What follows belongs to an exercise in optimizing a design on an open flow for small area, a short achievable clock period and few clock cycles; a production flow would make more cautious choices.
Function was checked by simulation only, so behaviour that the tests miss may differ from the original.
Power and IR drop assume default switching activity.

==> flow/design.v <==
module fpl (
    input  wire         clk,
    input  wire         rst,             
    input  wire         row_we,
    input  wire [6:0]   row_addr,
    input  wire [7:0]   row_wdata,
    input  wire         bitcnt_we,
    input  wire [15:0]  bitcnt_wdata,
    input  wire         cmd_we,
    input  wire [2:0]   cmd_entry,
    output reg  [1:0]   phase,           
    output reg  [2:0]   outcome,
    output reg  [3:0]   variant,
    output reg          mic_ok,
    output wire [15:0]  bitoff,
    output reg  [4:0]   flen,
    output reg  [135:0] frame,           
    output reg  [19:0]  present,
    output reg  [23:0]  f_id,
    output reg  [15:0]  f_batt,
    output reg  [11:0]  f_batt_mv,
    output reg  [15:0]  f_temp,
    output reg  [7:0]   f_hum,
    output reg  [15:0]  f_press,
    output reg  [8:0]   f_wdir,
    output reg  [23:0]  f_wavg,
    output reg  [23:0]  f_wmax,
    output reg  [24:0]  f_rain,
    output reg  [15:0]  f_uv,
    output reg  [3:0]   f_uvi,
    output reg  [23:0]  f_light,
    output reg  [13:0]  f_pm25,
    output reg  [13:0]  f_pm10,
    output reg  [7:0]   f_moist,
    output reg  [2:0]   f_boost,
    output reg  [8:0]   f_adraw,
    output reg  [47:0]  f_rclk
);
    localparam [1:0] PH_IDLE = 2'd0, PH_BUSY = 2'd1, PH_DONE = 2'd2;
    localparam [2:0] OC_OK = 3'd0, OC_ABORT_LENGTH = 3'd1, OC_ABORT_EARLY = 3'd2,
                     OC_FAIL_SANITY = 3'd3, OC_FAIL_INTEGRITY = 3'd4,
                     OC_CMD_ILLEGAL = 3'd5;
    localparam [3:0] V_WH2 = 4'd0, V_WH2A = 4'd1, V_WH5 = 4'd2, V_TELLDUS = 4'd3,
                     V_WH0530 = 4'd4, V_WH24 = 4'd5, V_WH65B = 4'd6, V_WH25 = 4'd7,
                     V_WH32 = 4'd8, V_WH32B = 4'd9, V_WH0290 = 4'd10, V_WH51 = 4'd11,
                     V_ALV1 = 4'd12, V_ALV2 = 4'd13, V_ALDCF = 4'd14, V_NONE = 4'd15;
    localparam [1:0] SRC_7 = 2'd0, SRC_8 = 2'd1, SRC_9 = 2'd2, SRC_CAP = 2'd3;
    localparam [23:0] PREAMBLE = 24'hAA2DD4;
    function [7:0] crc8_byte;
        input [7:0] c;
        input [7:0] d;
        integer i;
        reg [7:0] r;
        begin
            r = c ^ d;
            for (i = 0; i < 8; i = i + 1)
                r = r[7] ? ((r << 1) ^ 8'h31) : (r << 1);
            crc8_byte = r;
        end
    endfunction
    reg [7:0]  row_mem [0:127];
    reg [10:0] bc;                   
    reg        bc_ill;               
    reg [2:0]  entry_r;              
    localparam [1:0] ST_IDLE = 2'd0, ST_REPLAY = 2'd1, ST_FIELDS = 2'd2;
    reg  [1:0] st;
    wire busy   = (st != ST_IDLE);
    wire replay = (st == ST_REPLAY);
    wire        in_busy = (phase == PH_BUSY);
    reg         r_we, r_bwe, r_cmd;
    reg  [6:0]  r_addr;
    reg  [7:0]  r_wdata;
    reg  [15:0] r_bitcnt;
    reg  [2:0]  r_entry;
    always @(posedge clk) begin
        r_we     <= row_we && !in_busy;
        r_addr   <= row_addr;
        r_wdata  <= row_wdata;
        r_bwe    <= bitcnt_we && !in_busy && !rst;
        r_bitcnt <= bitcnt_wdata;
        r_cmd    <= cmd_we && !in_busy && !rst;
        r_entry  <= cmd_entry;
    end
    always @(posedge clk) begin
        if (r_we)
            row_mem[r_addr] <= r_wdata;
    end
    always @(posedge clk) begin
        if (rst) begin
            bc     <= 11'd0;
            bc_ill <= 1'b0;
        end else if (r_bwe) begin
            bc     <= r_bitcnt[10:0];
            bc_ill <= (r_bitcnt > 16'd1024);
        end
    end
    reg  [7:0]  nw;
    wire        covered = ({nw, 3'b000} >= bc);
    reg  [6:0]  rp;
    reg  [7:0]  rd;
    reg         rv;
    reg  [7:0]  rdx;
    integer     k;
    always @* begin
        rdx = 8'd0;
        for (k = 0; k < 128; k = k + 1)
            rdx = rdx | (row_mem[k] & {8{rp == k}});
    end
    always @(posedge clk) begin
        rd <= rdx;
        if (replay) begin
            rp <= rp + 7'd1;
            rv <= 1'b1;
        end else begin
            rp <= nw[6:0];
            rv <= 1'b0;
        end
    end
    wire        host_w  = r_we;
    wire        restart = replay ? (nw == 8'd0) : (r_addr == 7'd0);
    wire        use_b   = replay ? (rv && !covered)
                                 : (host_w && (r_addr == 7'd0 || {1'b0, r_addr} == nw));
    wire        inval   = !replay && host_w && (r_addr != 7'd0) && ({1'b0, r_addr} < nw);
    wire [7:0]  fb      = replay ? rd : r_wdata;
    wire [7:0]  ai      = restart ? 8'd0 : nw;       
    reg  [7:0]  prev1, prev2, prev3;     
    wire [7:0]  al7 = {prev1[0], fb[7:1]};           
    wire [7:0]  al9 = {prev1[6:0], fb[7]};           
    reg  [7:0]  c7, s7, c8, c9;
    reg         c7ok4, c7ok6, c7ok9, s7ok7, s7ok10, c8ok4, c9ok4;
    wire [31:0] win = {prev3, prev2, prev1, fb};
    reg  [7:0]  m;
    reg  [2:0]  mi;
    integer     i;
    always @* begin
        for (i = 0; i < 8; i = i + 1)
            m[i] = (win[30 - i -: 24] == PREAMBLE);
        mi = 3'd0;
        for (i = 7; i >= 0; i = i - 1)
            if (m[i]) mi = i;
    end
    reg         found;
    reg  [6:0]  qa;                  
    reg  [2:0]  qi;                  
    reg  [4:0]  ck;                  
    reg  [135:0] cap;                
    reg  [7:0]  cs, ss, xs;
    reg         csok6, csok9, csok15, ssok6, ssok7, ssok10, ssok16, xok;
    wire [15:0] pb  = {prev1, fb};
    wire [15:0] pbs = pb >> (3'd7 - qi);
    wire [7:0]  alc = pbs[7:0];      
    integer j;
    always @(posedge clk) begin
        if (rst) begin
            nw    <= 8'd0;
            found <= 1'b0;
        end else if (use_b) begin
            nw    <= ai + 8'd1;
            prev1 <= fb;
            prev2 <= restart ? 8'd0 : prev1;
            prev3 <= restart ? 8'd0 : prev2;
            c8 <= restart ? 8'd0 : crc8_byte(c8, fb);
            c7 <= restart ? 8'd0 : crc8_byte(c7, al7);
            s7 <= restart ? 8'd0 : s7 + al7;
            c9 <= (ai <= 8'd1) ? 8'd0 : crc8_byte(c9, al9);
            if (ai == 8'd5)  c8ok4  <= (c8 == fb);
            if (ai == 8'd5)  c7ok4  <= (c7 == al7);
            if (ai == 8'd7)  c7ok6  <= (c7 == al7);
            if (ai == 8'd10) c7ok9  <= (c7 == al7);
            if (ai == 8'd8)  s7ok7  <= (s7 == al7);
            if (ai == 8'd11) s7ok10 <= (s7 == al7);
            if (ai == 8'd6)  c9ok4  <= (c9 == al9);
            if (restart) begin
                found <= 1'b0;
                ck    <= 5'd0;
                cs    <= 8'd0;
                ss    <= 8'd0;
                xs    <= 8'd0;
            end else if (!found) begin
                if (|m) begin
                    found <= 1'b1;
                    qa    <= ai[6:0];
                    qi    <= mi;
                end
            end else if (ck != 5'd17) begin
                for (j = 0; j < 17; j = j + 1)
                    if (ck == j) cap[8*j +: 8] <= alc;
                ck <= ck + 5'd1;
                cs <= crc8_byte(cs, alc);
                ss <= ss + alc;
                if (ck < 5'd6) xs <= xs ^ alc;
                if (ck == 5'd6)  begin csok6 <= (cs == alc); ssok6 <= (ss == alc); end
                if (ck == 5'd7)  begin ssok7 <= (ss == alc); xok <= ({xs[3:0], xs[7:4]} == alc); end
                if (ck == 5'd9)  csok9  <= (cs == alc);
                if (ck == 5'd10) ssok10 <= (ss == alc);
                if (ck == 5'd15) csok15 <= (cs == alc);
                if (ck == 5'd16) ssok16 <= (ss == alc);
            end
        end else if (inval) begin
            nw <= 8'd0;
        end
    end
    wire [2:0]  ent = replay ? entry_r : r_entry;
    wire [7:0]  row0 = row_mem[0];
    wire [7:0]  row1 = row_mem[1];
    wire        hdr_ff  = (row0 == 8'hFF);
    wire        hdr_fe  = (row0 == 8'hFE);
    wire        hdr_ff9 = (row0 == 8'hFF) && row1[7];
    wire        ones7   = (row0[7:1] == 7'h7F);
    wire        type3   = ({row0[0], row1[7:5]} == 4'h3);
    wire        type52  = ({row0[0], row1[7:1]} == 8'h52);
    reg  [87:0] fr7;
    reg  [39:0] fr8, fr9;
    always @* begin
        for (j = 0; j < 11; j = j + 1)
            fr7[8*j +: 8] = {row_mem[j][0], row_mem[j+1][7:1]};
        for (j = 0; j < 5; j = j + 1) begin
            fr8[8*j +: 8] = row_mem[j+1];
            fr9[8*j +: 8] = {row_mem[j+1][6:0], row_mem[j+2][7]};
        end
    end
    wire b47 = (bc == 11'd47), b48 = (bc == 11'd48), b49 = (bc == 11'd49), b55 = (bc == 11'd55);
    wire b63 = (bc == 11'd63), b71 = (bc == 11'd71), b95 = (bc == 11'd95);
    wire lt160 = (bc < 11'd160), lt190 = (bc < 11'd190), gt215 = (bc > 11'd215);
    wire lt440 = (bc < 11'd440), le510 = (bc <= 11'd510);
    wire [9:0]  q    = {qa, qi};
    wire [11:0] dq   = {1'b0, bc} - {2'b00, q};          
    wire        qin  = found && !dq[11];
    wire        len8  = qin && (dq[10:0] >= 11'd65);     
    wire        len11 = qin && (dq[10:0] >= 11'd89);
    wire        len17 = qin && (dq[10:0] >= 11'd137);
    wire        wh24  = (dq[10:0] <= 11'd144) && (q < 10'd60);
    wire [7:0]  cf0   = cap[7:0];
    wire [10:0] offs  = {1'b0, q} + 11'd1;
    wire ok_wh2  = c8ok4 && (fr8[7:4] == 4'h4);
    wire ok_wh2a = c7ok4 && (fr7[7:4] == 4'h4);
    wire ok_tell = c9ok4 && (fr9[7:4] == 4'h4);
    wire in_wh2  = c8ok4, in_wh2a = c7ok4, in_tell = c9ok4;
    wire in_alv1 = c7ok6, in_0530 = c7ok6 && s7ok7, in_alv2 = c7ok9 && s7ok10;
    wire in_24   = csok15 && ssok16, in_25 = ssok6 && xok, in_32 = ssok6;
    wire in_0290 = csok6 && ssok7, in_51 = csok9 && ssok10;
    wire sa_24   = (cf0 == 8'h24);
    reg [2:0] oc0, oc1, oc2, oc3, oc4;
    reg [3:0] v0, v1, v2, v3, v4;
    always @* begin
        v0 = V_NONE; oc0 = OC_OK;
        if (b48) begin
            if (!hdr_ff) oc0 = OC_ABORT_EARLY;
            else if (!in_wh2) oc0 = OC_FAIL_INTEGRITY;
            else if (!ok_wh2) oc0 = OC_FAIL_SANITY;
            else v0 = V_WH2;
        end else if (b55 || b47) begin
            if (!hdr_fe) oc0 = OC_ABORT_EARLY;
            else if (!in_wh2a) oc0 = OC_FAIL_INTEGRITY;
            else if (!ok_wh2a) oc0 = OC_FAIL_SANITY;
            else v0 = b55 ? V_WH2A : V_WH5;
        end else if (b49) begin
            if (!hdr_ff9) oc0 = OC_ABORT_EARLY;
            else if (!in_tell) oc0 = OC_FAIL_INTEGRITY;
            else if (!ok_tell) oc0 = OC_FAIL_SANITY;
            else v0 = V_TELLDUS;
        end else
            oc0 = OC_ABORT_LENGTH;
        v1 = V_NONE; oc1 = OC_OK;
        if (b63) begin
            if (!ones7 || !type3) oc1 = OC_ABORT_EARLY;
            else if (!in_alv1) oc1 = OC_FAIL_INTEGRITY;
            else v1 = V_ALV1;
        end else if (b95) begin
            if (!ones7 || !(type52 || type3)) oc1 = OC_ABORT_EARLY;
            else if (!in_alv2) oc1 = OC_FAIL_INTEGRITY;
            else v1 = type52 ? V_ALDCF : V_ALV2;
        end else if (b71) begin
            if (!ones7 || !type3) oc1 = OC_ABORT_EARLY;
            else if (!in_0530) oc1 = OC_FAIL_INTEGRITY;
            else v1 = V_WH0530;
        end else
            oc1 = OC_ABORT_LENGTH;
        v2 = V_NONE; oc2 = OC_OK;
        if (lt190 || gt215 || !len17) oc2 = OC_ABORT_LENGTH;
        else if (!in_24) oc2 = OC_FAIL_INTEGRITY;
        else if (!sa_24) oc2 = OC_FAIL_SANITY;
        else v2 = wh24 ? V_WH24 : V_WH65B;
        v3 = V_NONE; oc3 = OC_OK;
        if (lt160) begin
            if (!len8) oc3 = OC_ABORT_LENGTH;
            else if (!in_0290) oc3 = OC_FAIL_INTEGRITY;
            else v3 = V_WH0290;
        end else if (!lt190 && lt440) begin
            if (gt215 || !len17) oc3 = OC_ABORT_LENGTH;
            else if (!in_24) oc3 = OC_FAIL_INTEGRITY;
            else if (!sa_24) oc3 = OC_FAIL_SANITY;
            else v3 = wh24 ? V_WH24 : V_WH65B;
        end else begin
            if (!len8) oc3 = OC_ABORT_LENGTH;
            else if (cf0[7:4] == 4'hD && (lt190 || !le510)) begin
                if (!in_32) oc3 = OC_FAIL_INTEGRITY;
                else v3 = V_WH32;
            end else if (cf0[7:4] == 4'hE) begin
                if (lt190 || !le510) begin
                    if (!in_32) oc3 = OC_FAIL_INTEGRITY;
                    else v3 = V_WH32B;
                end else begin
                    if (!in_25) oc3 = OC_FAIL_INTEGRITY;
                    else v3 = V_WH25;
                end
            end else if (cf0 == 8'h41) begin
                if (!in_0290) oc3 = OC_FAIL_INTEGRITY;
                else v3 = V_WH0290;
            end else
                oc3 = OC_ABORT_EARLY;
        end
        v4 = V_NONE; oc4 = OC_OK;
        if (!len11) oc4 = OC_ABORT_LENGTH;
        else if (cf0 != 8'h51) oc4 = OC_ABORT_EARLY;
        else if (!in_51) oc4 = OC_FAIL_INTEGRITY;
        else v4 = V_WH51;
    end
    reg [2:0] d_oc;
    reg [3:0] d_var;
    always @* begin
        if (bc_ill) begin
            d_oc = OC_CMD_ILLEGAL; d_var = V_NONE;
        end else begin
            case (ent)
            3'd0:    begin d_oc = oc0; d_var = v0; end
            3'd1:    begin d_oc = oc1; d_var = v1; end
            3'd2:    begin d_oc = oc2; d_var = v2; end
            3'd3:    begin d_oc = oc3; d_var = v3; end
            3'd4:    begin d_oc = oc4; d_var = v4; end
            default: begin d_oc = OC_CMD_ILLEGAL; d_var = V_NONE; end
            endcase
        end
    end
    reg [16:0]  lm;              
    reg [1:0]   src;
    reg [10:0]  d_off;
    always @* begin
        case (ent)
        3'd0: begin
            src   = b48 ? SRC_8 : b49 ? SRC_9 : SRC_7;
            d_off = b48 ? 11'd8 : b49 ? 11'd9 : 11'd7;
            lm    = b55 ? 17'h0003F : 17'h0001F;
        end
        3'd1: begin
            src   = SRC_7;
            d_off = 11'd7;
            lm    = b63 ? 17'h0007F : b71 ? 17'h000FF : 17'h007FF;
        end
        3'd2: begin
            src   = SRC_CAP;
            d_off = offs;
            lm    = 17'h1FFFF;
        end
        3'd3: begin
            src   = SRC_CAP;
            d_off = offs;
            lm    = (!lt190 && lt440) ? 17'h1FFFF : 17'h000FF;
        end
        default: begin
            src   = SRC_CAP;
            d_off = offs;
            lm    = 17'h007FF;
        end
        endcase
    end
    reg [135:0] d_frame;
    always @* begin
        for (j = 0; j < 17; j = j + 1) begin
            case (src)
            SRC_7:   d_frame[8*j +: 8] = (j < 11) ? fr7[8*j +: 8] : 8'd0;
            SRC_8:   d_frame[8*j +: 8] = (j < 5)  ? fr8[8*j +: 8] : 8'd0;
            SRC_9:   d_frame[8*j +: 8] = (j < 5)  ? fr9[8*j +: 8] : 8'd0;
            default: d_frame[8*j +: 8] = cap[8*j +: 8];
            endcase
            if (!lm[j])
                d_frame[8*j +: 8] = 8'd0;
        end
    end
    reg  [10:0] off_r;
    reg  [15:0] vh;              
    assign bitoff = {5'd0, off_r};
    wire illegal = (ent > 3'd4) || bc_ill;
    wire decide  = replay ? covered : (!busy && r_cmd && (covered || illegal));
    always @(posedge clk) begin
        if (rst) begin
            st      <= ST_IDLE;
            phase   <= PH_IDLE;
            outcome <= 3'd0;
            variant <= V_NONE;
            vh      <= 16'd1 << V_NONE;
            off_r   <= 11'd0;
            frame   <= 136'd0;
        end else begin
            if (decide) begin
                st      <= ST_FIELDS;
                outcome <= d_oc;
                variant <= d_var;
                vh      <= 16'd1 << d_var;
                off_r   <= d_off;
                frame   <= d_frame;
            end
            if (cmd_we && !in_busy)
                phase <= PH_BUSY;
            case (st)
            ST_IDLE: begin
                if (r_cmd) begin
                    entry_r <= r_entry;
                    if (!decide) st <= ST_REPLAY;
                end
            end
            ST_FIELDS: begin
                phase <= PH_DONE;
                st    <= ST_IDLE;
                if (variant == V_NONE) begin
                    off_r <= 11'd0;
                    frame <= 136'd0;
                end
            end
            default: ;
            endcase
        end
    end
    wire         n_mic_ok;
    wire [4:0]   n_flen;
    wire [19:0]  n_present;
    wire [23:0]  n_id;
    wire [15:0]  n_batt;
    wire [11:0]  n_batt_mv;
    wire [15:0]  n_temp;
    wire [7:0]   n_hum;
    wire [15:0]  n_press;
    wire [8:0]   n_wdir;
    wire [23:0]  n_wavg, n_wmax;
    wire [24:0]  n_rain;
    wire [15:0]  n_uv;
    wire [3:0]   n_uvi;
    wire [23:0]  n_light;
    wire [13:0]  n_pm25, n_pm10;
    wire [7:0]   n_moist;
    wire [2:0]   n_boost;
    wire [8:0]   n_adraw;
    wire [47:0]  n_rclk;
    wire [8:0]  xa = {cap[28], cap[55:48]};
    wire [7:0]  xm = cap[63:56];
    reg  [15:0] ya;
    reg  [17:0] y3a;
    reg  [14:0] ym;
    reg  [16:0] y3m;
    always @(posedge clk) begin
        ya  <= {xa, 7'd0} - {xa, 1'b0} - xa;
        y3a <= {xa, 9'd0} - {xa, 7'd0} - {xa, 3'd0} - xa;
        ym  <= {xm, 7'd0} - {xm, 1'b0} - xm;
        y3m <= {xm, 9'd0} - {xm, 7'd0} - {xm, 3'd0} - xm;
    end
    wire [15:0] rcap = cap[79:64];
    wire [15:0] rfix = {fr7[39:32], fr7[31:24]};
    reg  [20:0] rbc, rbf;
    always @(posedge clk) begin
        rbc <= {rcap, 4'd0} + {rcap, 2'd0} + {rcap, 1'b0};
        rbf <= {rfix, 4'd0} + {rfix, 2'd0} + {rfix, 1'b0};
    end
    fpl_dec u_dec (
        .vh(vh), .frame(frame), .ya(ya), .y3a(y3a), .ym(ym), .y3m(y3m), .rbc(rbc), .rbf(rbf),
        .mic_ok(n_mic_ok), .flen(n_flen), .present(n_present),
        .f_id(n_id), .f_batt(n_batt), .f_batt_mv(n_batt_mv), .f_temp(n_temp),
        .f_hum(n_hum), .f_press(n_press), .f_wdir(n_wdir), .f_wavg(n_wavg),
        .f_wmax(n_wmax), .f_rain(n_rain), .f_uv(n_uv), .f_uvi(n_uvi),
        .f_light(n_light), .f_pm25(n_pm25), .f_pm10(n_pm10), .f_moist(n_moist),
        .f_boost(n_boost), .f_adraw(n_adraw), .f_rclk(n_rclk)
    );
    always @(posedge clk) begin
        if (rst) begin
            mic_ok <= 1'b0; flen <= 5'd0; present <= 20'd0;
            f_id <= 24'd0;  f_batt <= 16'd0; f_batt_mv <= 12'd0; f_temp <= 16'd0;
            f_hum <= 8'd0;  f_press <= 16'd0; f_wdir <= 9'd0;    f_wavg <= 24'd0;
            f_wmax <= 24'd0; f_rain <= 25'd0; f_uv <= 16'd0;     f_uvi <= 4'd0;
            f_light <= 24'd0; f_pm25 <= 14'd0; f_pm10 <= 14'd0;  f_moist <= 8'd0;
            f_boost <= 3'd0; f_adraw <= 9'd0; f_rclk <= 48'd0;
        end else begin
            mic_ok <= n_mic_ok; flen <= n_flen; present <= n_present;
            f_id <= n_id;  f_batt <= n_batt; f_batt_mv <= n_batt_mv; f_temp <= n_temp;
            f_hum <= n_hum;  f_press <= n_press; f_wdir <= n_wdir;
            if (st == ST_FIELDS) begin
                f_wavg <= n_wavg;
                f_wmax <= n_wmax;
                f_rain <= n_rain;
            end f_uv <= n_uv;     f_uvi <= n_uvi;
            f_light <= n_light; f_pm25 <= n_pm25; f_pm10 <= n_pm10;  f_moist <= n_moist;
            f_boost <= n_boost; f_adraw <= n_adraw; f_rclk <= n_rclk;
        end
    end
endmodule
module fpl_dec (
    input  wire [15:0]  vh,              
    input  wire [135:0] frame,
    input  wire [15:0]  ya,              
    input  wire [17:0]  y3a,             
    input  wire [14:0]  ym,              
    input  wire [16:0]  y3m,             
    input  wire [20:0]  rbc,             
    input  wire [20:0]  rbf,             
    output wire         mic_ok,
    output reg  [4:0]   flen,
    output reg  [19:0]  present,
    output reg  [23:0]  f_id,
    output reg  [15:0]  f_batt,
    output reg  [11:0]  f_batt_mv,
    output reg  [15:0]  f_temp,
    output reg  [7:0]   f_hum,
    output reg  [15:0]  f_press,
    output reg  [8:0]   f_wdir,
    output reg  [23:0]  f_wavg,
    output reg  [23:0]  f_wmax,
    output reg  [24:0]  f_rain,
    output reg  [15:0]  f_uv,
    output reg  [3:0]   f_uvi,
    output reg  [23:0]  f_light,
    output reg  [13:0]  f_pm25,
    output reg  [13:0]  f_pm10,
    output reg  [7:0]   f_moist,
    output reg  [2:0]   f_boost,
    output reg  [8:0]   f_adraw,
    output reg  [47:0]  f_rclk
);
    localparam [3:0] V_WH2 = 4'd0, V_WH2A = 4'd1, V_WH5 = 4'd2, V_TELLDUS = 4'd3,
                     V_WH0530 = 4'd4, V_WH24 = 4'd5, V_WH65B = 4'd6, V_WH25 = 4'd7,
                     V_WH32 = 4'd8, V_WH32B = 4'd9, V_WH0290 = 4'd10, V_WH51 = 4'd11,
                     V_ALV1 = 4'd12, V_ALV2 = 4'd13, V_ALDCF = 4'd14, V_NONE = 4'd15;
    assign mic_ok = !vh[V_NONE];
    wire [7:0] f0  = frame[7:0];
    wire [7:0] f1  = frame[15:8];
    wire [7:0] f2  = frame[23:16];
    wire [7:0] f3  = frame[31:24];
    wire [7:0] f4  = frame[39:32];
    wire [7:0] f5  = frame[47:40];
    wire [7:0] f6  = frame[55:48];
    wire [7:0] f7  = frame[63:56];
    wire [7:0] f8  = frame[71:64];
    wire [7:0] f9  = frame[79:72];
    wire [7:0] f10 = frame[87:80];
    wire [7:0] f11 = frame[95:88];
    wire [7:0] f12 = frame[103:96];
    wire [7:0] f13 = frame[111:104];
    wire [7:0] f14 = frame[119:112];
    wire c_wh2  = (vh[V_WH2] | vh[V_WH2A] | vh[V_WH5] | vh[V_TELLDUS]);
    wire c_0530 = vh[V_WH0530] | vh[V_ALV1] | vh[V_ALV2];
    wire c_dcf  = vh[V_ALDCF];
    wire c_24   = vh[V_WH24] | vh[V_WH65B];
    wire c_25   = vh[V_WH25] | vh[V_WH32] | vh[V_WH32B];
    wire c_0290 = vh[V_WH0290];
    wire c_51   = vh[V_WH51];
    wire is65   = vh[V_WH65B];
    wire [11:0] temp12 = {f1[3:0], f2};
    wire        t24ok  = ({f3[2:0], f4} != 11'h7FF);
    reg  [11:0] ta, tb;
    always @* begin
        ta = 12'd0; tb = 12'd0;
        if (vh[V_WH5]) begin ta = temp12; tb = 12'd400; end
        else if (c_wh2) begin
            if (temp12[11]) tb = {1'b0, temp12[10:0]};
            else            ta = {1'b0, temp12[10:0]};
        end
        else if (c_0530) begin ta = {1'b0, f1[2:0], f2}; tb = 12'd400; end
        else if (c_24 && t24ok) begin ta = {1'b0, f3[2:0], f4}; tb = 12'd400; end
        else if (c_25) begin ta = {2'b0, f1[1:0], f2}; tb = 12'd400; end
    end
    wire [15:0] temp_v = {4'd0, ta} - {4'd0, tb};
    wire [15:0] rr   = c_24 ? {f9, f8} : c_0530 ? {f4, f3} : 16'd0;
    wire        rneg = c_24 && is65;
    wire [23:0] rt   = rneg ? {8'hFF, ~rr} : c_24 ? {3'd0, rbc} : c_0530 ? {3'd0, rbf} : 24'd0;
    wire [23:0] rh   = {1'b0, rr, 7'd0} + rt + {23'd0, rneg};
    wire [24:0] rain_v = {rh, 1'b0};
    function [23:0] wmul;
        input [15:0] y;
        input [17:0] y3;
        input        k65;
        begin
            wmul = k65 ? ({2'd0, y3, 4'd0} + {6'd0, y3}) : ({1'b0, y, 7'd0} - {4'd0, y, 4'd0});
        end
    endfunction
    wire [8:0]  wspd9 = {f3[4], f6};
    wire [8:0]  wdir9 = {f3[7], f2};
    wire        wavg_ok = c_24 && (wspd9 != 9'h1FF);
    wire        wmax_ok = c_24 && (f7 != 8'hFF);
    wire [23:0] wavg_v = wavg_ok ? wmul(ya, y3a, is65) : 24'd0;
    wire [23:0] wmax_v = wmax_ok ? wmul({1'b0, ym}, {1'b0, y3m}, is65) : 24'd0;
    wire [15:0] uv16 = {f10, f11};
    reg  [3:0]  uvi_v;
    always @* begin
        if      (uv16 > 16'd5029) uvi_v = 4'd13;
        else if (uv16 > 16'd4650) uvi_v = 4'd12;
        else if (uv16 > 16'd4277) uvi_v = 4'd11;
        else if (uv16 > 16'd3918) uvi_v = 4'd10;
        else if (uv16 > 16'd3512) uvi_v = 4'd9;
        else if (uv16 > 16'd3100) uvi_v = 4'd8;
        else if (uv16 > 16'd2761) uvi_v = 4'd7;
        else if (uv16 > 16'd2450) uvi_v = 4'd6;
        else if (uv16 > 16'd2017) uvi_v = 4'd5;
        else if (uv16 > 16'd1570) uvi_v = 4'd4;
        else if (uv16 > 16'd1210) uvi_v = 4'd3;
        else if (uv16 > 16'd851)  uvi_v = 4'd2;
        else if (uv16 > 16'd432)  uvi_v = 4'd1;
        else                      uvi_v = 4'd0;
    end
    wire [4:0]  bv  = f4[4:0];
    wire [11:0] mv  = {bv, 6'd0} + {bv, 5'd0} + {bv, 2'd0};
    wire [15:0] bmv = {4'd0, mv} - 16'd700;
    wire [23:0] light24 = {f12, f13, f14};
    wire [15:0] press16 = {f4, f5};
    always @* begin
        present = 20'd0;
        f_id = 24'd0;   f_batt = 16'd0;  f_batt_mv = 12'd0;
        f_hum = 8'd0;   f_press = 16'd0; f_wdir = 9'd0;
        f_uv = 16'd0;   f_uvi = 4'd0;
        f_light = 24'd0; f_pm25 = 14'd0; f_pm10 = 14'd0;    f_moist = 8'd0;
        f_boost = 3'd0; f_adraw = 9'd0;  f_rclk = 48'd0;
        flen = 5'd0;
        f_temp = temp_v;
        f_rain = rain_v;
        f_wavg = wavg_v;
        f_wmax = wmax_v;
        if (c_wh2) begin
            flen = vh[V_WH2A] ? 5'd6 : 5'd5;
            f_id = {16'd0, f0[3:0], f1[7:4]};
            present[0] = 1'b1;
            present[3] = 1'b1;
            if (f3 != 8'hFF) begin f_hum = f3; present[4] = 1'b1; end
        end
        if (c_0530) begin
            flen   = vh[V_WH0530] ? 5'd8 : vh[V_ALV1] ? 5'd7 : 5'd11;
            f_id   = {16'd0, f0[3:0], f1[7:4]};
            f_batt = {15'd0, ~f1[3]};
            present[0] = 1'b1; present[1] = 1'b1;
            present[3] = 1'b1; present[9] = 1'b1;
        end
        if (c_dcf) begin
            flen   = 5'd11;
            f_id   = {16'd0, f1};
            f_batt = {15'd0, ~f2[7]};
            f_rclk = {f3, f4, f5, f6, f7, f8};
            present[0] = 1'b1; present[1] = 1'b1; present[18] = 1'b1;
        end
        if (c_24) begin
            flen    = 5'd17;
            f_id    = {16'd0, f1};
            f_batt  = {15'd0, ~f3[3]};
            present[0] = 1'b1; present[1] = 1'b1;
            present[3] = t24ok;
            if (f5 != 8'hFF) begin f_hum = f5; present[4] = 1'b1; end
            if (wdir9 != 9'h1FF) begin f_wdir = wdir9; present[6] = 1'b1; end
            present[7] = wavg_ok;
            present[8] = wmax_ok;
            present[9] = 1'b1;
            if (uv16 != 16'hFFFF) begin
                f_uv = uv16; f_uvi = uvi_v;
                present[10] = 1'b1; present[11] = 1'b1;
            end
            if (light24 != 24'hFFFFFF) begin f_light = light24; present[12] = 1'b1; end
        end
        if (c_25) begin
            flen   = 5'd8;
            f_id   = {16'd0, f0[3:0], f1[7:4]};
            f_batt = {15'd0, ~f1[3]};
            present[0] = 1'b1; present[1] = 1'b1; present[3] = 1'b1;
            if (f3 != 8'hFF) begin f_hum = f3; present[4] = 1'b1; end
            if (!vh[V_WH32] && press16 != 16'hFFFF) begin
                f_press = press16; present[5] = 1'b1;
            end
        end
        if (c_0290) begin
            flen   = 5'd8;
            f_id   = {16'd0, f1};
            f_batt = {14'd0, f4[7:6]};
            f_pm25 = {f2[5:0], f3};
            f_pm10 = {f4[5:0], f5};
            present[0] = 1'b1; present[1] = 1'b1;
            present[13] = 1'b1; present[14] = 1'b1;
        end
        if (c_51) begin
            flen      = 5'd11;
            f_id      = {f1, f2, f3};
            f_batt_mv = mv;
            f_batt    = bmv;
            f_boost   = f4[7:5];
            f_moist   = f6;
            f_adraw   = {f7[0], f8};
            present[0]  = 1'b1; present[1]  = 1'b1; present[2]  = 1'b1;
            present[15] = 1'b1; present[16] = 1'b1; present[17] = 1'b1;
        end
        present[19] = mic_ok;
    end
endmodule
==> flow/flow/run.sh <==
#!/bin/bash
set -euo pipefail
bash standard.sh SETUP_SLACK_MARGIN=6.4 'BUFFER_PORTS_ARGS=-buffer_cell sky130_fd_sc_hd__buf_4' finish > layout_make.log 2>&1
==> flow/standard.sh <==
#!/bin/bash
# synth_recipe.tcl (not shown) runs the flow's synth.tcl, then flattens the netlist and writes it again
# the make line also repeats each setting of config.mk as NAME=value (left out here)
make -C /OpenROAD-flow-scripts/flow DESIGN_CONFIG=/design/flow/config.mk WORK_HOME=/design/flow/orfs CLKGATE_MAP_FILE= SYNTH_SCRIPT=/design/flow/synth_recipe.tcl "${@:-finish}"
==> flow/config.mk <==
export PLATFORM = sky130hd
export DESIGN_NAME = fpl
export DESIGN_NICKNAME = fpl
export VERILOG_FILES = /design/flow/design.v
export SDC_FILE = /design/flow/constraint.sdc
export NUM_CORES = 4
export LEC_CHECK = 0
export CAP_MARGIN = 20
export CORE_MARGIN = 2
export CORE_UTILIZATION = 40
export PLACE_DENSITY = 0.6
export SLEW_MARGIN = 20
export TNS_END_PERCENT = 100
==> flow/constraint.sdc <==
create_clock -name core_clock -period 10.0 [get_ports {clk}]
set_input_delay 2.0000 -clock core_clock [delete_from_list [all_inputs] [get_ports {clk}]]
set_output_delay 2.0000 -clock core_clock [all_outputs]
set_load 0.01 [all_outputs]
==> impl_metrics.json, run 1 <==
{
  "status": "complete, no violations",
  "synth_top_cell_by_area": "edfxtp_1",
  "die_h_um": 457.3,
  "worst_hold_slack_ps": 422.1,
  "ys_types": 100,
  "cp_max_fo": 8,
  "crit_path_end_kind": "flip-flop",
  "synth_area_leaders": "edfxtp_1 (46%), dfxtp_1 (16%), ha_1 (4.2%)",
  "cpLargestDelayFamily": "simple AND/OR/NAND/NOR gates",
  "wl_um": 373300,
  "die_x_um": 457.3,
  "hpwl_um": 262500,
  "syn_to_final_growth_pct": 23.10,
  "setup_viol": 0,
  "postSynthCellCount": 6638,
  "dp.cells": 9874,
  "r2r_slack_ps": 6230,
  "p_leak_nw": 37.08,
  "pwr_density_cell_mw_per_mm2": 180.1,
  "dr_wl_met3_um": 40250,
  "report.final.slew_viol_count": 0,
  "rsz0062_at_grt": "true",
  "place.gp.congestion": 1.065,
  "setup.worst_path.class": "flip-flop to flip-flop",
  "hold_path.class": "flip-flop to flip-flop",
  "cts_hold_buf": 0,
  "critPathBufInv": 1,
  "port_buffers": 531,
  "synth-async-reset-ratio_pct": 0,
  "die_area_sq_mm": 0.2091,
  "worstMarginPinSlew_ps": 1319,
  "synth_top_area_share_pct": 46.47,
  "post_drt_wl_per_cell_um": 35.71,
  "grt_max_degree": 128,
  "final_nets": 7937,
  "rows": 166,
  "first_global_vias": 59570,
  "drt_iter0_markers": 8891,
  "fin_skew_ps": 57.01,
  "cts_tree": "yes",
  "remaining_drc_errors": 0,
  "drive_gt1_share_pct": 23.34,
  "vias": 64130,
  "path_clk_slew_ps": 60,
  "slew_headroom_pct": 11.97,
  "synthFlopType": "edfxtp_1",
  "first_pass_iters": 8,
  "fillers": 18050,
  "grt_pass1_wl_um": 501600,
  "clock_path_buffers": 3,
  "clock.fmax_mhz": 265.0,
  "initial_core_util_pct": 40.22,
  "ys_seq_elements": 1948,
  "fin_crit_sh_pct": 37.74,
  "startpoint_type": "flip-flop",
  "clock_latency_ps": 880,
  "syn-cell-area_sq_mm": 0.08219,
  "ys_warn_count": 2,
  "io_pins": 540,
  "cts.sinks": 1948,
  "ir_worst_vdd_mv": 0.2151,
  "wl_met1_um": 144000,
  "period_minus_slack_ps": 3774,
  "cts-buffers-inserted": 205,
  "fin_tns_setup_ps": 0,
  "antenna_left": 0,
  "syn-mean-instance-area_sq_um": 12.38,
  "crit_arrival_ps": 4400,
  "h-tree-depth": 4,
  "synth_edf_count": 1272,
  "topRoutingLayerUsed": "met5",
  "met2_length_um": 164000,
  "core_area_sq_mm": 0.2044,
  "antenna_found_initial": 22,
  "grt-ovfl-total": 0,
  "hold_viol": 0,
  "crit_required_ps": 10630,
  "cpMaxStageDelayCell": "nand4_1",
  "routed_via_density": 6.135,
  "maxCapViolCount": 0,
  "grtUsageTotal_pct": 34.68,
  "cp_cell_sequence": "ha_1, nand2_1, nor2_1, buf_4, a22o_1, a221oi_2, nand4_1, nor4_4, nand3_1",
  "cts_root_buffer": "clkbuf_16",
  "ys_seq_area_share_pct": 62.94,
  "final_cells": 10450,
  "cp_slowest_stage_delay_ps": 660
}
==> final cells by class <==
class | instances | area, sq um | area share [%]
multi-input combinational | 4221 | 30550 | 30.20
tap | 2688 | 3363 | 3.324
clock inverter | 109 | 1137 | 1.124
sequential | 1948 | 51940 | 51.34
inverter | 225 | 880.8 | 0.8706
timing repair inverter | 2 | 17.52 | 0.01731
timing repair buffer | 968 | 7661 | 7.572
clock buffer | 272 | 5568 | 5.503
antenna | 20 | 50.05 | 0.04947
==> what timing repair did <==
action	in CTS	in global routing
pin swaps	70	52
setup endpoints to repair	651	289
buffers inserted	110	56
gates cloned	9	0
gates resized for setup	284	124
==> cell usage after synthesis, drive strengths merged (45+ instances only) <==
master,number
a211oi,74
a21oi,276
a221oi,247
a22o,277
a22oi,195
and2,216
and3,58
buf,56
clkbuf,201
dfxtp,676
edfxtp,1272
fa,49
ha,278
inv,225
nand2,364
nand3,181
nand4,117
nor2,697
nor2b,45
nor3,134
o21ai,174
xnor2,200
xor2,83
==> registers in the layout, summed over array words and instances (netlist names), 23 cells and up <==
register  count
f_wmax       23
row_mem    1024
frame       136
f_wavg       24
cap         136
f_rain       24
f_light      24
f_rclk       48
f_id         24
==> per-stage QoR <==
| step | cell area (sq um) | utilization, % | total power, W | setup WS, ps |
|---|---|---|---|---|
| finish | 101200 | 49.50 | 0.01822 | 6226 |
| CTS | 100100 | 48.99 | 0.01821 | 6252 |
| global placement | 91330 | 44.69 | 0.01043 | 4886 |
| detailed placement | 91380 | 44.71 | 0.01044 | 4848 |
| global route | 101100 | 49.49 | 0.01866 | 6198 |
| floorplan | 82540 | - | 0.009733 | 6128 |
==> power by group <==
| part | leakage [nW] | switching [W] | total, W | internal [W] |
|---|---|---|---|---|
| clock network | 3.27 | 0.00336 | 0.00773 | 0.00437 |
| registers | 17.0 | 0.000227 | 0.00894 | 0.00871 |
| logic | 16.8 | 0.00101 | 0.00156 | 0.000551 |
==> layout by cell type (no fill, tap or decap), types with 22 or more instances in the layout <==
cell type,count
o21a_1,34
nand2_1,335
nor3_1,120
o21ai_0,138
a221oi_1,221
nor2_2,150
a22oi_1,193
a21o_1,31
nor2_1,518
clkinv_2,41
a22o_1,277
fa_1,45
a211oi_1,70
a21oi_1,260
and3_1,57
dfxtp_4,39
nor2_4,29
clkbuf_16,209
o21bai_1,38
dfxtp_1,583
clkbuf_1,52
xor2_1,80
buf_4,921
nor2b_1,41
xnor2_1,198
nand2b_1,33
mux2i_1,28
a221oi_2,23
nand3_1,179
inv_1,214
ha_1,267
nor4_1,30
edfxtp_1,1272
and2_1,214
nand4_1,118
dfxtp_2,54
clkinv_1,22
==> final timing paths <==
check / endpoint / cells past startpoint / startpoint
min reg2reg: mic_ok / 1 / vh[15]
max reg2reg: rd[7] / 9 / rp[0]
max: rd[7] / 9 / rp[0]
min: mic_ok / 1 / vh[15]
==> routing by layer <==
layer  vias up  track usage, %
li1      27020               -
met1     32120           44.49
met2      4069           52.71
met3       909           9.628
met4        10           19.68
met5         -          0.2755
==> kinds of logic after synthesis <==
kind of cell               after synthesis  share of synthesized area (%)
AOI/OAI and AO/OA                     1526                          13.57
xor gates and xnor gates               283                          3.052
muxes                                   54                         0.7733
other                                    1                       0.004563
adders and majority gates              327                          5.426
and+or+nand+nor                       2017                          11.89
buffers and inverters                  482                          2.340
DFF                                   1948                          62.94
Testbench counts, summed over its fixed seeds: cycles 21,898.
==> run 2, diff against run 1 <==
==> flow/flow/run.sh (replaced) <==
#!/bin/bash
set -euo pipefail
bash standard.sh SETUP_SLACK_MARGIN=6.4 'BUFFER_PORTS_ARGS=-buffer_cell sky130_fd_sc_hd__buf_2' finish > layout_make.log 2>&1
--- a/flow/config.mk
+++ b/flow/config.mk
@@ -8,6 +8,6 @@
 export CAP_MARGIN = 20
 export CORE_MARGIN = 2
-export CORE_UTILIZATION = 40
-export PLACE_DENSITY = 0.6
+export CORE_UTILIZATION = 45
+export PLACE_DENSITY = 0.65
 export SLEW_MARGIN = 20
 export TNS_END_PERCENT = 100
==> run 2 against run 1 <==
Net effect: wire length fell by 3.8%; die area fell by 11%; worst setup slack got worse by 28 ps; critical path depth rose by 1; register-to-register slack got worse by 30 ps; clock skew fell by 4.1 ps; non-clock buffer count rose by 26; first-iteration DRC count rose by 2.2%; global-route usage rose by 2.7 points.
==> impl_metrics.json, run 2 <==
{
  "largest_reg_flops": 1024,
  "hold_path.class": "flip-flop to flip-flop",
  "rows": 156,
  "fin_crit_sh_pct": 38.02,
  "cts.sinks": 1948,
  "reg2reg_depth": 10,
  "postSynthCellCount": 6638,
  "first_pass_iters": 7,
  "dp.cells": 9568,
  "critical_path.endpoint": "rd[1]",
  "syn_to_final_growth_pct": 21.41,
  "h-tree-depth": 4,
  "core_area_sq_mm": 0.1811,
  "setup.worst_path.class": "flip-flop to flip-flop",
  "die_h_um": 431.4,
  "path_clk_slew_ps": 70,
  "pwr_density_cell_mw_per_mm2": 181.4,
  "antenna_left": 0,
  "die_area_sq_mm": 0.1861,
  "vias": 64490,
  "grt-ovfl-total": 0,
  "synth_top_area_share_pct": 46.47,
  "fillers": 15110,
  "ys_seq_area_share_pct": 62.94,
  "clock_path_buffers": 3,
  "hold_viol": 0,
  "ys_warn_count": 2,
  "io_pins": 540,
  "clock_latency_ps": 890,
  "cp_cell_sequence": "inv_1, ha_1, nand2_2, nor2_1, buf_4, a22o_1, a221oi_1, nand3_1, nor4_1, nand3_1",
  "grt_pass1_wl_um": 481400,
  "syn-mean-instance-area_sq_um": 12.38,
  "final_common_cell": "edfxtp_1",
  "cpMaxStageDelayCell": "nor4_1",
  "drt_iter0_markers": 9090,
  "status": "complete, no violations",
  "synth_top_cell_by_area": "edfxtp_1",
  "post_drt_wl_per_cell_um": 35.37,
  "cts_root_buffer": "clkbuf_16",
  "fin_tns_setup_ps": 0,
  "syn-cell-area_sq_mm": 0.08219,
  "rsz0062_at_grt": "true",
  "cp_common_cell": "nand3_1",
  "crit_arrival_ps": 4520,
  "setup_viol": 0,
  "synth-async-reset-ratio_pct": 0,
  "crit_required_ps": 10720,
  "final_cells": 10160,
  "crit_path_end_kind": "flip-flop",
  "p_total_w": 0.01810,
  "hpwl_um": 252900,
  "startpoint": "rp[0]",
  "synth_edf_count": 1272,
  "r2r_slack_ps": 6200,
  "synth_area_leaders": "edfxtp_1 (46%), dfxtp_1 (16%), ha_1 (4.2%)",
  "critPathBufInv": 2,
  "top_regs": "row_mem x1024, cap x136, frame x136",
  "ir_worst_vdd_mv": 0.1502,
  "worstMarginPinSlew_ps": 1305,
  "place.gp.congestion": 1.082,
  "remaining_drc_errors": 0,
  "cpLargestDelayFamily": "simple AND/OR/NAND/NOR gates",
  "drive_gt1_share_pct": 23.51,
  "cp_slowest_stage_delay_ps": 890,
  "largest-register": "row_mem",
  "yosys-top-cells-count": "edfxtp_1 (1,272), nor2_1 (697), dfxtp_1 (676), nand2_1 (363), ha_1 (278)",
  "fin_skew_ps": 52.93,
  "startpoint_type": "flip-flop",
  "reg2reg_from": "rp[0]",
  "cp_max_fo": 8,
  "most-common-layout-cells": "edfxtp_1 (1,272), dfxtp_1 (585), nor2_1 (548), buf_2 (522), buf_4 (405)",
  "final_nets": 7959,
  "crit_cells": 10,
  "die_x_um": 431.4,
  "initial_core_util_pct": 45.38,
  "maxCapViolCount": 0,
  "period_minus_slack_ps": 3802,
  "antenna_found_initial": 21,
  "clock.fmax_mhz": 263.0,
  "r2r_end": "rd[1]",
  "p_leak_nw": 37.30,
  "port_buffers": 531,
  "report.final.slew_viol_count": 0,
  "routed_via_density": 6.351,
  "synthFlopType": "edfxtp_1",
  "grtUsageTotal_pct": 37.37,
  "ys_seq_elements": 1948,
  "slew_headroom_pct": 12.90,
  "cts-buffers-inserted": 200,
  "cts_tree": "yes",
  "first_global_vias": 59320,
  "wl_um": 359100,
  "yosysMostFrequentCell": "edfxtp_1",
  "grt_max_degree": 82,
  "ys_types": 100
}
run 2: cell counts after synthesis:
No cell type changed its count.
run 2: area by class of cell:
class	instances	area [sq um]	share of cell area [%]
well taps	2370	2965	2.972
multi-input cells	4222	30600	30.67
clock inverters	112	1150	1.152
diodes	19	47.55	0.04765
flip-flops and latches	1948	51930	52.04
clock buffers	263	5497	5.508
inverters	225	877.1	0.8789
repair inverters	2	20.02	0.02006
repair buffers	994	6704	6.718
run 2: cells by family (layout without fill, tap and decap cells):
kind of cell,count (synthesis),count (layout),synth area share [%]
xor+xnor,283,283,3.052
mux,54,55,0.7733
buf+inv,482,1596,2.340
fa+ha+maj,327,327,5.426
compound gates,1526,1528,13.57
simple gates,2017,2021,11.89
flops,1948,1948,62.94
other cells,1,27,0.004563
run 2: metrics by stage:
step | worst slack (ps) | hold slack (ps) | utilization [%] | cell area [sq um]
detailed placement | 4857 | 441.1 | 49.48 | 89620
CTS | 6263 | 450.1 | 54.38 | 98500
finish | 6198 | 449.1 | 55.09 | 99790
global route | 6158 | 465.8 | 55.08 | 99760
floorplan | 6128 | 392.8 | - | 82540
global placement | 4903 | 435.5 | 49.44 | 89560
run 2: worst min-delay path by stage:
stage                     cells past startpoint        from         end
final                                         2  frame[134]  frame[134]
after global routing                          2    off_r[9]    off_r[9]
after CTS                                     2  frame[132]  frame[132]
after detailed placement                      2   f_wmax[5]   f_wmax[5]
after global placement                        2  f_wavg[12]  f_wavg[12]
after floorplan                               1      vh[15]      mic_ok
run 2: power breakdown:
| group | switching (W) | total [W] | internal (W) |
|---|---|---|---|
| registers | 0.000212 | 0.00892 | 0.00871 |
| logic | 0.00101 | 0.00154 | 0.000531 |
| clock network | 0.00325 | 0.00764 | 0.00439 |
| total | 0.00447 | 0.0181 | 0.0136 |
run 2: tightest hold or removal path: stages, from the launching register on:
cell,delay [ps]
dfxtp_1,300
nand2_1,50
a21oi_1,50
run 2: timing repair:
action / 4_1_cts / 5_1_grt
setup buffers: 119 / 59
setup endpoints to repair: 603 / 438
cloned: 10 / 1
hold buffers: 0 / 0
gates resized for setup: 295 / 178
pin swaps: 68 / 85
run 2: metal layers:
layer	global-route usage, %	vias up	part of all wire, %
met2	56.19	4414	43
met5	0	-	0.047
met4	23.48	24	7.7
met3	11.45	1063	12
met1	47.02	31910	37
li1	-	27080	-
==> run 3, diff against run 2 <==
--- a/flow/config.mk
+++ b/flow/config.mk
@@ -9,4 +9,6 @@
 export CORE_MARGIN = 2
 export CORE_UTILIZATION = 45
+export CTS_CLUSTER_DIAMETER = 100
+export CTS_CLUSTER_SIZE = 20
 export PLACE_DENSITY = 0.65
 export SLEW_MARGIN = 20
==> run 3 against run 2 <==
Net effect: sequential power hardly changed; critical path type unchanged; still clean; critical endpoint is now rd[5]; largest power group unchanged; hold slack better by 5.0 ps; cell area is 3.7% lower.
==> impl_metrics.json, run 3 <==
{
  "syn-mean-instance-area_sq_um": 12.38,
  "slew_headroom_pct": 8.874,
  "crit_arrival_ps": 4370,
  "synth_area_leaders": "edfxtp_1 (46%), dfxtp_1 (16%), ha_1 (4.2%)",
  "port_buffers": 531,
  "cts_hold_buf": 0,
  "synth_edf_count": 1272,
  "drive_gt1_share_pct": 21.36,
  "hpwl_um": 252900,
  "met2_length_um": 154700,
  "fillers": 15500,
  "initial_core_util_pct": 45.38,
  "yosysMostFrequentCell": "edfxtp_1",
  "fin_crit_sh_pct": 37.42,
  "pwr-share-clk_pct": 31.6,
  "combPwrFrac_pct": 9.9,
  "cts_tree": "yes",
  "clock_latency_ps": 840,
  "synth_top_cell_by_area": "edfxtp_1",
  "place.gp.congestion": 1.082,
  "path_clk_slew_ps": 80,
  "clock_path_buffers": 3,
  "ys_types": 100,
  "pwr_density_cell_mw_per_mm2": 158.3,
  "fin_tns_setup_ps": 0,
  "grt_max_degree": 82,
  "ir_worst_vdd_mv": 0.1388,
  "wl_met1_um": 133100,
  "most-common-layout-cells": "edfxtp_1 (1,272), dfxtp_1 (591), nor2_1 (546), buf_2 (527), buf_4 (397)",
  "dr_wl_met3_um": 40810,
  "final_nets": 7853,
  "syn-cell-area_sq_mm": 0.08219,
  "dpl_worst_slack_ps": 4857,
  "die_h_um": 431.4,
  "largest_reg_flops": 1024,
  "syn_to_final_growth_pct": 16.93,
  "p_int_w": 0.01128,
  "io_pins": 540,
  "postSynthCellCount": 6638,
  "first_pass_iters": 7,
  "crit_required_ps": 10630,
  "vias": 63880,
  "synthFlopType": "edfxtp_1",
  "p_sw_share_pct": 25.84,
  "p_leak_nw": 35.48,
  "worstMarginPinSlew_ps": 1362,
  "maxCapViolCount": 0,
  "finalWorstSetupSlack_ps": 6258,
  "largest-register": "row_mem",
  "cp_max_fo": 16,
  "ys_warn_count": 2,
  "rows": 156,
  "rsz0062_at_grt": "true",
  "seqPwrFrac_pct": 58.6,
  "p_total_w": 0.01521,
  "post_drt_wl_per_cell_um": 35.71,
  "crit_path_end_kind": "flip-flop",
  "topRoutingLayerUsed": "met5",
  "synth-async-reset-ratio_pct": 0,
  "routed_via_density": 6.413,
  "yosys-top-cells-count": "edfxtp_1 (1,272), nor2_1 (697), dfxtp_1 (676), nand2_1 (363), ha_1 (278)",
  "drt_iter0_markers": 8951,
  "h-tree-depth": 3,
  "remaining_drc_errors": 0,
  "hold_viol": 0,
  "power_switching_w": 0.003932,
  "grt_pass1_wl_um": 476000,
  "grtUsageTotal_pct": 36.93,
  "setup.worst_path.class": "flip-flop to flip-flop",
  "detailed_place.area_sq_mm": 0.08962,
  "antenna_found_initial": 27,
  "hold_path.class": "flip-flop to flip-flop",
  "synth_top_area_share_pct": 46.47,
  "cts.sinks": 1948,
  "die_area_sq_mm": 0.1861,
  "ys_seq_area_share_pct": 62.94,
  "wl_um": 355700,
  "first_global_vias": 58240,
  "cts-buffers-inserted": 108,
  "antenna_left": 0,
  "period_minus_slack_ps": 3742,
  "report.final.slew_viol_count": 0,
  "top_regs": "row_mem x1024, cap x136, frame x136",
  "grt-ovfl-total": 0,
  "ys_seq_elements": 1948,
  "startpoint_type": "flip-flop",
  "core_area_sq_mm": 0.1811,
  "clock.fmax_mhz": 267.2,
  "fin_skew_ps": 48.53,
  "cts_root_buffer": "clkbuf_16",
  "final_common_cell": "edfxtp_1",
  "r2r_slack_ps": 6260,
  "reg2reg_depth": 7,
  "holdPathStages": 2,
  "status": "complete, no violations",
  "setup_viol": 0,
  "fin_area_sq_mm": 0.09611,
  "die_x_um": 431.4
}
## run 3: what timing repair did
action                                  4_1_cts  5_1_grt
endpoints found under the hold margin         0        0
resized for setup                           270      173
buffers inserted                            110       58
pin swaps                                    64       82
endpoints found under the setup margin      610      353
gates cloned                                  9        2
## run 3: worst paths after layout
| path | end | startpoint |
|---|---|---|
| setup / recovery | rd[5] | rp[6] |
| hold reg to reg | frame[133] | frame[133] |
| hold / removal | frame[133] | frame[133] |
| setup reg to reg | rd[5] | rp[6] |
## run 3: kinds of logic (layout without fill, tap and decap cells)
logic type | after synthesis | after routing | share of synthesized area [%]
buffers and inverters | 482 | 1394 | 2.340
AOI/OAI and AO/OA | 1526 | 1528 | 13.57
other | 1 | 35 | 0.004563
muxes | 54 | 55 | 0.7733
xor gates and xnor gates | 283 | 283 | 3.052
adders and majority gates | 327 | 327 | 5.426
DFF | 1948 | 1948 | 62.94
and+or+nand+nor | 2017 | 2021 | 11.89
## run 3: power by group through the flow
stage	registers [W]	logic [W]	clock network, W
6_report	0.00891	0.00150	0.00480
2_1_floorplan	0.00902	0.000710	0
3_3_place_gp	0.00909	0.00124	0
3_5_place_dp	0.00909	0.00126	0
4_1_cts	0.00890	0.00140	0.00482
5_1_grt	0.00891	0.00158	0.00508
## run 3: per-stage QoR
| stage | hold WS [ps] | std cells | utilization, % |
|---|---|---|---|
| final | 454.1 | 9961 | 53.06 |
| after global routing | 469.8 | 9944 | 53.03 |
| after CTS | 453.9 | 9874 | 52.33 |
| after detailed placement | 441.1 | 9568 | 49.48 |
| after global placement | 435.5 | 9565 | 49.44 |
| after floorplan | 392.8 | 6645 | - |
## run 3: final cells by class
class	count	area (sq um)	area share (%)
Sequential cell	1948	51900	54.01
Multi-Input combinational cell	4222	30620	31.86
Timing Repair Buffer	980	6505	6.769
Clock buffer	177	3008	3.130
Tap cell	2370	2965	3.085
Inverter	225	884.6	0.9204
Clock inverter	10	132.6	0.1380
Antenna cell	27	67.56	0.07030
Timing Repair inverter	2	20.02	0.02083
## run 3: per-layer routing
layer  vias to the layer above  track usage, %
met1                     31670           47.37
li1                      26740               -
met2                      4480           55.35
met3                       975           9.962
met5                         -          0.6245
met4                        16           23.46
## run 3: worst max-delay path, cell delays in order, from the launching register on
cell and delay, ps:
dfxtp_1 540, or2_2 540, nor2_2 300, buf_4 270, a221oi_1 610, nand4_1 430, nor4_4 520, nand3_1 300
==> run 4, diff against run 3 <==
--- a/flow/design.v
+++ b/flow/design.v
@@ -62,4 +62,6 @@
     reg [10:0] bc;                   
     reg        bc_ill;               
+    reg        b47, b48, b49, b55, b63, b71, b95;       
+    reg        lt160, lt190, gt215, lt440, le510;
     reg [2:0]  entry_r;              
     localparam [1:0] ST_IDLE = 2'd0, ST_REPLAY = 2'd1, ST_FIELDS = 2'd2;
@@ -90,7 +92,21 @@
             bc     <= 11'd0;
             bc_ill <= 1'b0;
+            {b47, b48, b49, b55, b63, b71, b95} <= 7'd0;
+            {lt160, lt190, gt215, lt440, le510} <= 5'b11011;
         end else if (r_bwe) begin
             bc     <= r_bitcnt[10:0];
             bc_ill <= (r_bitcnt > 16'd1024);
+            b47    <= (r_bitcnt[10:0] == 11'd47);
+            b48    <= (r_bitcnt[10:0] == 11'd48);
+            b49    <= (r_bitcnt[10:0] == 11'd49);
+            b55    <= (r_bitcnt[10:0] == 11'd55);
+            b63    <= (r_bitcnt[10:0] == 11'd63);
+            b71    <= (r_bitcnt[10:0] == 11'd71);
+            b95    <= (r_bitcnt[10:0] == 11'd95);
+            lt160  <= (r_bitcnt[10:0] < 11'd160);
+            lt190  <= (r_bitcnt[10:0] < 11'd190);
+            gt215  <= (r_bitcnt[10:0] > 11'd215);
+            lt440  <= (r_bitcnt[10:0] < 11'd440);
+            le510  <= (r_bitcnt[10:0] <= 11'd510);
         end
     end
@@ -220,17 +236,24 @@
         end
     end
-    wire b47 = (bc == 11'd47), b48 = (bc == 11'd48), b49 = (bc == 11'd49), b55 = (bc == 11'd55);
-    wire b63 = (bc == 11'd63), b71 = (bc == 11'd71), b95 = (bc == 11'd95);
-    wire lt160 = (bc < 11'd160), lt190 = (bc < 11'd190), gt215 = (bc > 11'd215);
-    wire lt440 = (bc < 11'd440), le510 = (bc <= 11'd510);
     wire [9:0]  q    = {qa, qi};
-    wire [11:0] dq   = {1'b0, bc} - {2'b00, q};          
-    wire        qin  = found && !dq[11];
-    wire        len8  = qin && (dq[10:0] >= 11'd65);     
-    wire        len11 = qin && (dq[10:0] >= 11'd89);
-    wire        len17 = qin && (dq[10:0] >= 11'd137);
-    wire        wh24  = (dq[10:0] <= 11'd144) && (q < 10'd60);
+    wire        match_now = use_b && !restart && !found && (|m);
+    reg  [10:0] qp1, qp65, qp89, qp137, qp145;
+    reg         qlt60, qv;
+    always @(posedge clk) begin
+        qp1   <= {1'b0, q} + 11'd1;
+        qp65  <= {1'b0, q} + 11'd65;
+        qp89  <= {1'b0, q} + 11'd89;
+        qp137 <= {1'b0, q} + 11'd137;
+        qp145 <= {1'b0, q} + 11'd145;
+        qlt60 <= (q < 10'd60);
+        qv    <= !match_now;
+    end
+    wire        qin   = found && qv;
+    wire        len8  = qin && (bc >= qp65);             
+    wire        len11 = qin && (bc >= qp89);
+    wire        len17 = qin && (bc >= qp137);
+    wire        wh24  = (bc < qp145) && qlt60;
     wire [7:0]  cf0   = cap[7:0];
-    wire [10:0] offs  = {1'b0, q} + 11'd1;
+    wire [10:0] offs  = qp1;
     wire ok_wh2  = c8ok4 && (fr8[7:4] == 4'h4);
     wire ok_wh2a = c7ok4 && (fr7[7:4] == 4'h4);
@@ -563,8 +586,9 @@
         end
         else if (c_0530) begin ta = {1'b0, f1[2:0], f2}; tb = 12'd400; end
-        else if (c_24 && t24ok) begin ta = {1'b0, f3[2:0], f4}; tb = 12'd400; end
+        else if (c_24) begin ta = {1'b0, f3[2:0], f4}; tb = 12'd400; end
         else if (c_25) begin ta = {2'b0, f1[1:0], f2}; tb = 12'd400; end
     end
-    wire [15:0] temp_v = {4'd0, ta} - {4'd0, tb};
+    wire [15:0] temp_d = {4'd0, ta} - {4'd0, tb};
+    wire [15:0] temp_v = (c_24 && !t24ok) ? 16'd0 : temp_d;
     wire [15:0] rr   = c_24 ? {f9, f8} : c_0530 ? {f4, f3} : 16'd0;
     wire        rneg = c_24 && is65;
==> run 4 against run 3 <==
Net effect: clock power increased by 2%; critical endpoint is now rd[7]; via count increased by 3.5%; critical path type unchanged; sequential cell count increased by 52; sequential share of layout area about the same.
==> impl_metrics.json, run 4 <==
{
  "hpwl_um": 264200,
  "critPathBufInv": 2,
  "largest-register": "row_mem",
  "rows": 159,
  "detailed_place.area_sq_mm": 0.09237,
  "drt_iter0_markers": 10200,
  "p_leak_nw": 36.45,
  "synthFlopType": "edfxtp_1",
  "yosysMostFrequentCell": "edfxtp_1",
  "first_pass_iters": 13,
  "hold_viol": 0,
  "grtUsageTotal_pct": 37.70,
  "cp_cell_sequence": "or3b_2, buf_4, nor2_2, buf_4, a22oi_2, nand4_1, nor4_4, nand4_1",
  "most-common-layout-cells": "edfxtp_1 (1,272), dfxtp_1 (659), buf_2 (530), nor2_1 (519), nand2_1 (431)",
  "ys_seq_area_share_pct": 62.34,
  "cp_slowest_stage_delay_ps": 740,
  "fin_tns_setup_ps": 0,
  "crit_arrival_ps": 4420,
  "antenna_found_initial": 22,
  "grt_pass1_wl_um": 501100,
  "grt_max_degree": 97,
  "cpLargestDelayFamily": "simple AND/OR/NAND/NOR gates",
  "antenna_left": 0,
  "setup_viol": 0,
  "fin_crit_sh_pct": 37.96,
  "startpoint_type": "flip-flop",
  "die_h_um": 437.7,
  "maxCapViolCount": 0,
  "report.final.slew_viol_count": 0,
  "postSynthCellCount": 6963,
  "busiest_layer": "met2",
  "io_pins": 540,
  "path_clk_slew_ps": 90,
  "final_core_util_pct": 52.29,
  "routed_via_density": 6.397,
  "pwr_density_cell_mw_per_mm2": 155.6,
  "final_nets": 8147,
  "setup.worst_path.class": "flip-flop to flip-flop",
  "die_x_um": 437.7,
  "synth_area_leaders": "edfxtp_1 (45%), dfxtp_1 (17%), ha_1 (4.5%)",
  "worstMarginPinSlew_ps": 1306,
  "drive_gt1_share_pct": 19.31,
  "top_regs": "row_mem x1024, cap x136, frame x136",
  "core_area_sq_mm": 0.1874,
  "status": "complete, no violations",
  "largest_reg_flops": 1024,
  "synth_edf_count": 1272,
  "initial_core_util_pct": 45.17,
  "fin_skew_ps": 57.83,
  "ir_worst_vdd_mv": 0.1373,
  "first_global_vias": 61030,
  "ys_warn_count": 2,
  "rsz0062_at_grt": "true",
  "h-tree-depth": 3,
  "wl_um": 372400,
  "slew_headroom_pct": 12.85,
  "clock_path_buffers": 3,
  "fin_area_sq_mm": 0.09800,
  "cts_root_buffer": "clkbuf_16",
  "worst_hold_slack_ps": 444.0,
  "ys_types": 102,
  "cts-buffers-inserted": 110,
  "synth-async-reset-ratio_pct": 0,
  "port_buffers": 531,
  "period_minus_slack_ps": 3796,
  "yosys-top-cells-count": "edfxtp_1 (1,272), dfxtp_1 (728), nor2_1 (650), nand2_1 (444), a21oi_1 (396)",
  "cpMaxStageDelayCell": "nand4_1",
  "synth_top_cell_by_area": "edfxtp_1",
  "ys_seq_elements": 2000,
  "syn_to_final_growth_pct": 15.77,
  "post_drt_wl_per_cell_um": 36.04,
  "vias": 66100,
  "hold_path.class": "flip-flop to flip-flop",
  "cts_tree": "yes",
  "final_common_cell": "edfxtp_1",
  "cts.sinks": 2000,
  "cp_max_fo": 15,
  "gr-usage-met1_pct": 48.26,
  "crit_path_end_kind": "flip-flop",
  "use_met3_pct": 11.70,
  "synth_top_area_share_pct": 45.12,
  "clock_latency_ps": 850,
  "remaining_drc_errors": 0,
  "grt-ovfl-total": 0,
  "clock.fmax_mhz": 263.4,
  "die_area_sq_mm": 0.1916,
  "use_met2_pct": 55.77,
  "crit_required_ps": 10620,
  "syn-cell-area_sq_mm": 0.08465,
  "syn-mean-instance-area_sq_um": 12.16,
  "place.gp.congestion": 1.113
}
## run 4: changes by cell type after synthesis, moves of 33 or more
cell,previous run,this run
nand2_1,363,444
inv_1,218,251
and3_1,58,91
a22oi_1,195,249
a22o_1,277,169
a222oi_1,1,42
a211oi_1,74,34
clkbuf_1,201,242
nor2_1,697,650
a221oi_1,246,164
dfxtp_1,676,728
a21oi_1,272,396
o211ai_1,18,69
## run 4: what timing repair did
| item | 4_1_cts | 5_1_grt |
|---|---|---|
| resized for setup | 210 | 92 |
| pin swaps | 37 | 27 |
| hold buffers | 0 | 0 |
| cloned | 10 | 5 |
| endpoints found under the setup margin | 553 | 339 |
| buffers inserted | 69 | 53 |
## run 4: cell families after synthesis
kind of cell               after synthesis  synth area share [%]
xor gates and xnor gates               313                 3.265
DFF                                   2000                 62.34
adders and majority gates              351                 5.614
and+or+nand+nor                       2130                 12.27
buffers and inverters                  542                 2.545
AOI/OAI and AO/OA                     1573                 13.16
muxes                                   53                0.7996
other                                    1              0.004430
## run 4: path summary, 6_finish.rpt
path	startpoint	end	slack, ps	depth (start not counted)
worst max-delay path	rp[4]	rd[7]	6200	8
worst min-delay path	vh[15]	mic_ok	440	1
worst max register to register	rp[4]	rd[7]	6200	8
worst min register to register	vh[15]	mic_ok	440	1
## run 4: cell type report
cell class,count,area [sq um]
inverters,255,980.9
diodes,12,30.03
flip-flops and latches,2000,52910
fillers,16240,89400
clock inverters,9,112.6
repair buffers,955,6332
clock buffers,171,3028
repair inverters,2,17.52
multi-input cells,4433,31470
well taps,2495,3122
## run 4: through the flow
| stage | total power, W | cells | setup slack (ps) |
|---|---|---|---|
| after floorplan | 0.009836 | 6970 | 6264 |
| after global placement | 0.01035 | 9996 | 5043 |
| after detailed placement | 0.01037 | 10000 | 5152 |
| after CTS | 0.01517 | 10260 | 6400 |
| after global routing | 0.01562 | 10320 | 6344 |
| final | 0.01525 | 10330 | 6204 |
## run 4: power by group
group	total, W	internal [W]	switching (W)
clock	0.00490	0.00210	0.00280
combinational	0.00127	0.000424	0.000849
sequential	0.00908	0.00888	0.000200
total	0.0152	0.0114	0.00385
## run 4: routing by layer
layer | share of wire, % | wire length [um] | up-vias
li1 | - | - | 27680
met1 | 38 | 140900 | 32790
met2 | 43 | 158300 | 4557
met3 | 12 | 44890 | 1045
met4 | 7.5 | 27970 | 28
met5 | 0.089 | 331 | -
Testbench counts of run 4, summed over its fixed seeds: cycles 21,898.

## separate check: timing with driven ports
How much do the figures lean on ideal ports? The routed layouts below were timed once more, with nothing changed but the port constraints. Step 1 (the two cells are an assumption about what drives the block):
set clk [get_ports {clk}]
set_driving_cell -lib_cell sky130_fd_sc_hd__clkbuf_16 $clk
set_driving_cell -lib_cell sky130_fd_sc_hd__buf_2 [delete_from_list [all_inputs] $clk]
Step 2 moves the port delays by t, midway between the first and last clock arrival at a register: inputs arrive t later, outputs are due t later. That takes back most of the time a late clock gives input paths. Three values: ideal ports, drivers, drivers and shift; two values: the first two.
run | t (ns) | setup slack, ns | hold slack, ns | worst slew at a driven data input, ns
run 1 | 0.952 | 6.226 / 6.226 / 5.648 | 0.422 / 0.422 / 0.422 | 0.08
run 2 | 0.944 | 6.198 / 6.198 / 5.593 | 0.449 / 0.449 / 0.449 | 0.08
run 3 | 0.907 | 6.258 / 6.258 / 5.531 | 0.454 / 0.454 / 0.454 | 0.08
run 4 | 0.903 | 6.204 / 6.204 / 5.740 | 0.444 / 0.444 / 0.444 | 0.06
After both steps every run listed still meets setup and hold. The setup slack of run 3, which loses most, moves by 0.000 ns with the drivers and by -0.727 ns with both steps.
